Source: an optimization exercise on an open RTL-to-GDS flow (aim: small area, a short achievable clock period and few clock cycles per item). Production flows keep margins and buffers that such runs may drop.

==> flow/design.v <==
module irdec (
    input  wire        clk,
    input  wire        rst,
    input  wire        req_valid,
    output wire        req_ready,
    input  wire [2:0]  req_op,
    input  wire [31:0] req_now,
    output reg         rsp_valid,
    output wire [51:0] rsp
);
    localparam [2:0] OP_EDGE  = 3'b001;
    localparam [2:0] OP_AVAIL = 3'b011;
    localparam [2:0] OP_RECV  = 3'b100;
    localparam [2:0] OP_READ  = 3'b101;
    localparam [2:0] OP_RESET = 3'b111;
    assign req_ready = 1'b1;
    reg [31:0] last_edge;
    reg [31:0] last_event;
    reg [1:0]  tag;         
    reg        pending;
    reg [5:0]  nec_c;
    reg [23:0] nec_data;    
    reg        nec_ok;      
    reg [5:0]  pan_c;
    reg [47:0] pan_data;    
    reg        hact;
    reg        hge2;
    reg [7:0]  hp;
    reg [15:0] hprev;
    reg [31:0] hash;
    reg        v1, e1;
    reg [2:0]  op1;
    reg [31:0] now1;
    reg [15:0] d1;         
    reg        to1, nl1, nh1, ng1, pl1, pg1, win1;
    wire is_avail = v1 && (op1 == OP_AVAIL);
    wire is_recv  = v1 && (op1 == OP_RECV);
    wire is_read  = v1 && (op1 == OP_READ);
    wire is_reset = v1 && (op1 == OP_RESET);
    wire tp_op    = v1 && (op1 != 3'd0) && (op1 != 3'd6) && (op1 != 3'd7);
    wire hto     = hge2 && to1;
    wire tp_fire = tp_op && !pending && hto;
    wire pend1   = pending || tp_fire;
    wire edge_go = e1 && !pending && !hto;
    wire clear_all = rst || is_reset;
    wire [31:0] le_next = is_reset ? 32'd0 : edge_go ? now1 : last_edge;
    wire [31:0] lv_next = is_reset ? 32'd0 : last_event;
    wire [16:0] lo_diff = {1'b0, req_now[15:0]} - {1'b0, le_next[15:0]};
    wire [15:0] hi_diff = req_now[31:16] - le_next[31:16];
    wire        lo_brw  = lo_diff[16];
    wire        sat     = lo_brw ? (hi_diff != 16'd1) : (hi_diff != 16'd0);
    wire [15:0] el      = lo_diff[15:0];
    wire [31:0] since   = req_now - lv_next;
    always @(posedge clk) begin
        v1   <= req_valid && !rst;
        e1   <= req_valid && !rst && (req_op == OP_EDGE);
        op1  <= req_op;
        now1 <= req_now;
        d1   <= sat ? 16'hFFFF : el;
        to1  <= sat || (el >= 16'd27000);
        nl1  <= sat || (el >= 16'd12375);
        nh1  <= sat || (el >= 16'd6750);
        ng1  <= sat || (el >= 16'd1687);
        pl1  <= sat || (el >= 16'd3456);
        pg1  <= sat || (el >= 16'd1296);
        win1 <= (since < 32'd162000);
    end
    wire nec_bit  = ng1;
    wire nec_cmp  = nec_bit ^ nec_data[16];        
    wire nec_hi   = (nec_c >= 6'd26);              
    reg  [5:0]  nec_c_n;
    reg         nec_claim;
    reg         nec_hold;                           
    always @* begin
        nec_c_n   = nec_c;
        nec_claim = 1'b0;
        nec_hold  = 1'b0;
        if (to1) begin
            nec_c_n = (nec_c == 6'd0) ? 6'd1 : 6'd0;
        end else if (nec_c == 6'd0) begin
        end else if (nec_c == 6'd1) begin
            if (!nh1) begin
                nec_c_n = 6'd0;
            end else if (!nl1) begin
                nec_c_n   = 6'd0;
                nec_claim = win1;
                nec_hold  = win1;
            end else begin
                nec_c_n = 6'd2;
            end
        end else begin
            if (nec_c != 6'd33) begin
                nec_c_n = nec_c + 6'd1;
            end else begin
                nec_c_n   = 6'd0;
                nec_claim = nec_ok && nec_cmp;
            end
        end
    end
    wire nec_data_step = !to1 && (nec_c >= 6'd2);
    wire        pan_bit   = pg1;
    wire [47:0] pan_shift = {pan_bit, pan_data[47:1]};
    wire        pan_ck    = ((pan_shift[23:16] ^ pan_shift[31:24] ^ pan_shift[39:32]) == pan_shift[47:40]);
    reg  [5:0]  pan_c_n;
    reg         pan_claim;
    always @* begin
        pan_c_n   = pan_c;
        pan_claim = 1'b0;
        if (to1) begin
            pan_c_n = (pan_c == 6'd0) ? 6'd1 : 6'd0;
        end else if (pan_c == 6'd0) begin
        end else if (pan_c == 6'd1) begin
            pan_c_n = pl1 ? 6'd2 : 6'd0;
        end else begin
            if (pan_c != 6'd49) begin
                pan_c_n = pan_c + 6'd1;
            end else begin
                pan_c_n   = 6'd0;
                pan_claim = pan_ck;
            end
        end
    end
    wire pan_data_step = !to1 && (pan_c >= 6'd2);
    wire [17:0] new3  = {2'b00, d1} + {1'b0, d1, 1'b0};
    wire [17:0] prev2 = {1'b0, hprev, 1'b0};
    wire [17:0] prev4 = {hprev, 2'b00};
    wire [1:0]  code  = (new3 <= prev2) ? 2'd0 : (new3 >= prev4) ? 2'd2 : 2'd1;
    wire nec_go   = edge_go;
    wire pan_go   = edge_go && !nec_claim;
    wire hash_go  = pan_go && !pan_claim;
    wire s_claim  = nec_go && nec_claim || pan_go && pan_claim;
    wire h_init   = hash_go && to1 && !hact;
    wire h_pulse  = hash_go && !to1 && hact;        
    wire h_fold   = hash_go && !to1 && hge2;
    wire h_claim  = hash_go && (to1 ? hge2 : (hge2 && hp == 8'd253));
    wire read_go  = is_read && pend1;
    wire [1:0] tag1 = tp_fire ? 2'd3 : tag;
    wire h_clear  = read_go && (tag1 == 2'd3) || s_claim;
    wire receiving = !pending && !to1 && ((nec_c != 6'd0) || (pan_c != 6'd0) || hact);
    always @(posedge clk) begin
        if (clear_all) begin
            last_edge  <= 32'd0;
            last_event <= 32'd0;
            tag        <= 2'd0;
            pending    <= 1'b0;
            nec_c      <= 6'd0;
            pan_c      <= 6'd0;
            hact       <= 1'b0;
            hge2       <= 1'b0;
        end else begin
            if (edge_go)
                last_edge <= now1;
            if (s_claim)
                last_event <= now1;
            if (tp_fire || h_claim)
                tag <= 2'd3;
            else if (nec_go && nec_claim)
                tag <= 2'd1;
            else if (pan_go && pan_claim)
                tag <= 2'd2;
            if (read_go)
                pending <= 1'b0;
            else if (tp_fire || s_claim || h_claim)
                pending <= 1'b1;
            if (nec_go)
                nec_c <= nec_c_n;
            if (pan_go)
                pan_c <= pan_c_n;
            if (h_clear) begin
                hact <= 1'b0;
                hge2 <= 1'b0;
            end else if (h_init) begin
                hact <= 1'b1;
            end else if (h_pulse) begin
                hge2 <= 1'b1;
            end
        end
    end
    always @(posedge clk) begin
        if (nec_go && nec_hold) begin
            nec_data <= 24'h00FFFF;
        end else if (nec_go && nec_data_step) begin
            if (nec_hi) begin
                nec_data[23:16] <= {nec_data[16], nec_data[23:17]};
                nec_ok          <= nec_ok && nec_cmp;
            end else begin
                nec_data <= {nec_bit, nec_data[23:1]};
                nec_ok   <= 1'b1;
            end
        end
        if (pan_go && pan_data_step)
            pan_data <= pan_shift;
        if (h_init)
            hp <= 8'd0;
        else if (h_pulse)
            hp <= hp + 8'd1;
        if (h_pulse)
            hprev <= d1;
    end
    reg       hi2, hf2;
    reg [1:0] code2;
    always @(posedge clk) begin
        hi2   <= h_init && !clear_all;
        hf2   <= h_fold && !clear_all;
        code2 <= code;
    end
    wire [31:0] t0 = hash;
    wire [31:0] t1 = {hash[30:0], 1'b0};
    wire [31:0] t2 = {hash[27:0], 4'b0};
    wire [31:0] t3 = {hash[24:0], 7'b0};
    wire [31:0] t4 = {hash[23:0], 8'b0};
    wire [31:0] t5 = {hash[7:0], 24'b0};
    wire [31:0] s1 = t0 ^ t1 ^ t2;
    wire [31:0] c1 = {((t0 & t1) | (t0 & t2) | (t1 & t2)), 1'b0};
    wire [31:0] s2 = t3 ^ t4 ^ t5;
    wire [31:0] c2 = {((t3 & t4) | (t3 & t5) | (t4 & t5)), 1'b0};
    wire [31:0] s3 = s1 ^ c1 ^ s2;
    wire [31:0] c3 = {((s1 & c1) | (s1 & s2) | (c1 & s2)), 1'b0};
    wire [31:0] s4 = s3 ^ c3 ^ c2;
    wire [31:0] c4 = {((s3 & c3) | (s3 & c2) | (c3 & c2)), 1'b0};
    wire [31:0] hmul = s4 + c4;
    always @(posedge clk) begin
        if (hi2)
            hash <= 32'h811C9DC5;
        else if (hf2)
            hash <= {hmul[31:2], hmul[1:0] ^ code2};
    end
    reg r_nec, r_pan, r_hash, r_flag;
    always @(posedge clk) begin
        if (rst) begin
            rsp_valid <= 1'b0;
            r_nec     <= 1'b0;
            r_pan     <= 1'b0;
            r_hash    <= 1'b0;
            r_flag    <= 1'b0;
        end else begin
            rsp_valid <= v1;
            r_nec     <= read_go && (tag1 == 2'd1);
            r_pan     <= read_go && (tag1 == 2'd2);
            r_hash    <= read_go && (tag1 == 2'd3);
            r_flag    <= is_avail && pend1 || is_recv && receiving;
        end
    end
    wire [15:0] r_addr = ({16{r_nec}}  & nec_data[15:0]) |
                         ({16{r_pan}}  & pan_data[15:0]) |
                         ({16{r_hash}} & {8'd0, hp});
    wire [31:0] r_cmd  = ({32{r_nec}}  & {24'd0, nec_data[23:16]}) |
                         ({32{r_pan}}  & pan_data[47:16]) |
                         ({32{r_hash}} & hash);
    assign rsp = {r_nec | r_pan | r_hash, r_pan | r_hash, r_nec | r_hash, r_flag, r_addr, r_cmd};
endmodule
Settings: LEC_CHECK=0, CAP_MARGIN=20, CORE_MARGIN=2, CORE_UTILIZATION=40, CTS_BUF_LIST=sky130_fd_sc_hd__clkbuf_8, CTS_CLUSTER_SIZE=30, PLACE_DENSITY=0.6, SLEW_MARGIN=20; clock period 11.0 ns.
standard.sh (not shown) runs the stock make flow with config.mk's settings and CLKGATE_MAP_FILE= SYNTH_SCRIPT=/design/flow/synth_recipe.tcl, a recipe that flattens the netlist after the stock synthesis.
==> flow/flow/run.sh <==
#!/bin/bash
# Own layout flow: the standard flow (standard.sh, unchanged synthesis),
# with plain buffers on the ports instead of delay buffers, and timing repair
# aiming for extra setup slack. Each make run logs to its own file here.
set -euo pipefail
bash standard.sh \
  "BUFFER_PORTS_ARGS=-buffer_cell sky130_fd_sc_hd__buf_2" \
  "SETUP_SLACK_MARGIN=${OWN_SETUP_MARGIN:-7}" \
  finish > standard_finish.log 2>&1
The starting point finished clean.
Change:
--- a/flow/design.v
+++ b/flow/design.v
@@ -25,12 +25,20 @@
     reg [47:0] pan_data;    
     reg        hact;
     reg        hge2;
     reg [7:0]  hp;
     reg [15:0] hprev;
     reg [31:0] hash;
+    reg        v0;
+    reg [2:0]  op0;
+    reg [31:0] now0;
+    always @(posedge clk) begin
+        v0   <= req_valid && !rst;
+        op0  <= req_op;
+        now0 <= req_now;
+    end
     reg        v1, e1;
     reg [2:0]  op1;
     reg [31:0] now1;
     reg [15:0] d1;         
     reg        to1, nl1, nh1, ng1, pl1, pg1, win1;
     wire is_avail = v1 && (op1 == OP_AVAIL);
@@ -42,23 +50,23 @@
     wire tp_fire = tp_op && !pending && hto;
     wire pend1   = pending || tp_fire;
     wire edge_go = e1 && !pending && !hto;
     wire clear_all = rst || is_reset;
     wire [31:0] le_next = is_reset ? 32'd0 : edge_go ? now1 : last_edge;
     wire [31:0] lv_next = is_reset ? 32'd0 : last_event;
-    wire [16:0] lo_diff = {1'b0, req_now[15:0]} - {1'b0, le_next[15:0]};
-    wire [15:0] hi_diff = req_now[31:16] - le_next[31:16];
+    wire [16:0] lo_diff = {1'b0, now0[15:0]} - {1'b0, le_next[15:0]};
+    wire [15:0] hi_diff = now0[31:16] - le_next[31:16];
     wire        lo_brw  = lo_diff[16];
     wire        sat     = lo_brw ? (hi_diff != 16'd1) : (hi_diff != 16'd0);
     wire [15:0] el      = lo_diff[15:0];
-    wire [31:0] since   = req_now - lv_next;
-    always @(posedge clk) begin
-        v1   <= req_valid && !rst;
-        e1   <= req_valid && !rst && (req_op == OP_EDGE);
-        op1  <= req_op;
-        now1 <= req_now;
+    wire [31:0] since   = now0 - lv_next;
+    always @(posedge clk) begin
+        v1   <= v0 && !rst;
+        e1   <= v0 && !rst && (op0 == OP_EDGE);
+        op1  <= op0;
+        now1 <= now0;
         d1   <= sat ? 16'hFFFF : el;
         to1  <= sat || (el >= 16'd27000);
         nl1  <= sat || (el >= 16'd12375);
         nh1  <= sat || (el >= 16'd6750);
         ng1  <= sat || (el >= 16'd1687);
         pl1  <= sat || (el >= 16'd3456);
What happened: The new run ran to the end with no violations. Worst setup slack gains 270 ps. Die area rises by 5.1%. Synthesized area came out higher by 5.2%. Clock-buffer cell count went up by 8. Routed wire length is higher by 4.7%. Non-clock buffer count went down by 4. Via count rises by 3.4%. Hold slack gets worse by 96 ps. Sequential share of layout area grows by 2.2 points.
Function was not checked in any run of this note: the RTL went through the layout flow alone.

==> what the ideal ports hide <==
No port has a modelled driver above. Below, the same layouts with a new extraction and two added sets of constraints. Step 1, drivers: a clkbuf_16 drives clk and a buf_2 each remaining input, both assumed. Step 2 moves the port delays by t, midway between the first and last clock arrival at a register: inputs arrive t later, outputs are due t later. That takes back most of the time a late clock gives input paths. Slacks: no drivers / after step 1 / after step 2; pairs: no drivers / after step 1.
run | shift t [ns] | setup slack, ns | worst data-port slew with drivers (ns)
the first run | 0.670 | 6.448 / 6.442 / 5.772 | 0.07
the second run | 0.663 | 6.720 / 6.720 / 6.720 | 0.06
After both steps setup and hold are still met in every run listed. For the first run, which loses most, drivers alone change the setup slack by -0.006 ns; drivers and shift together by -0.676 ns.
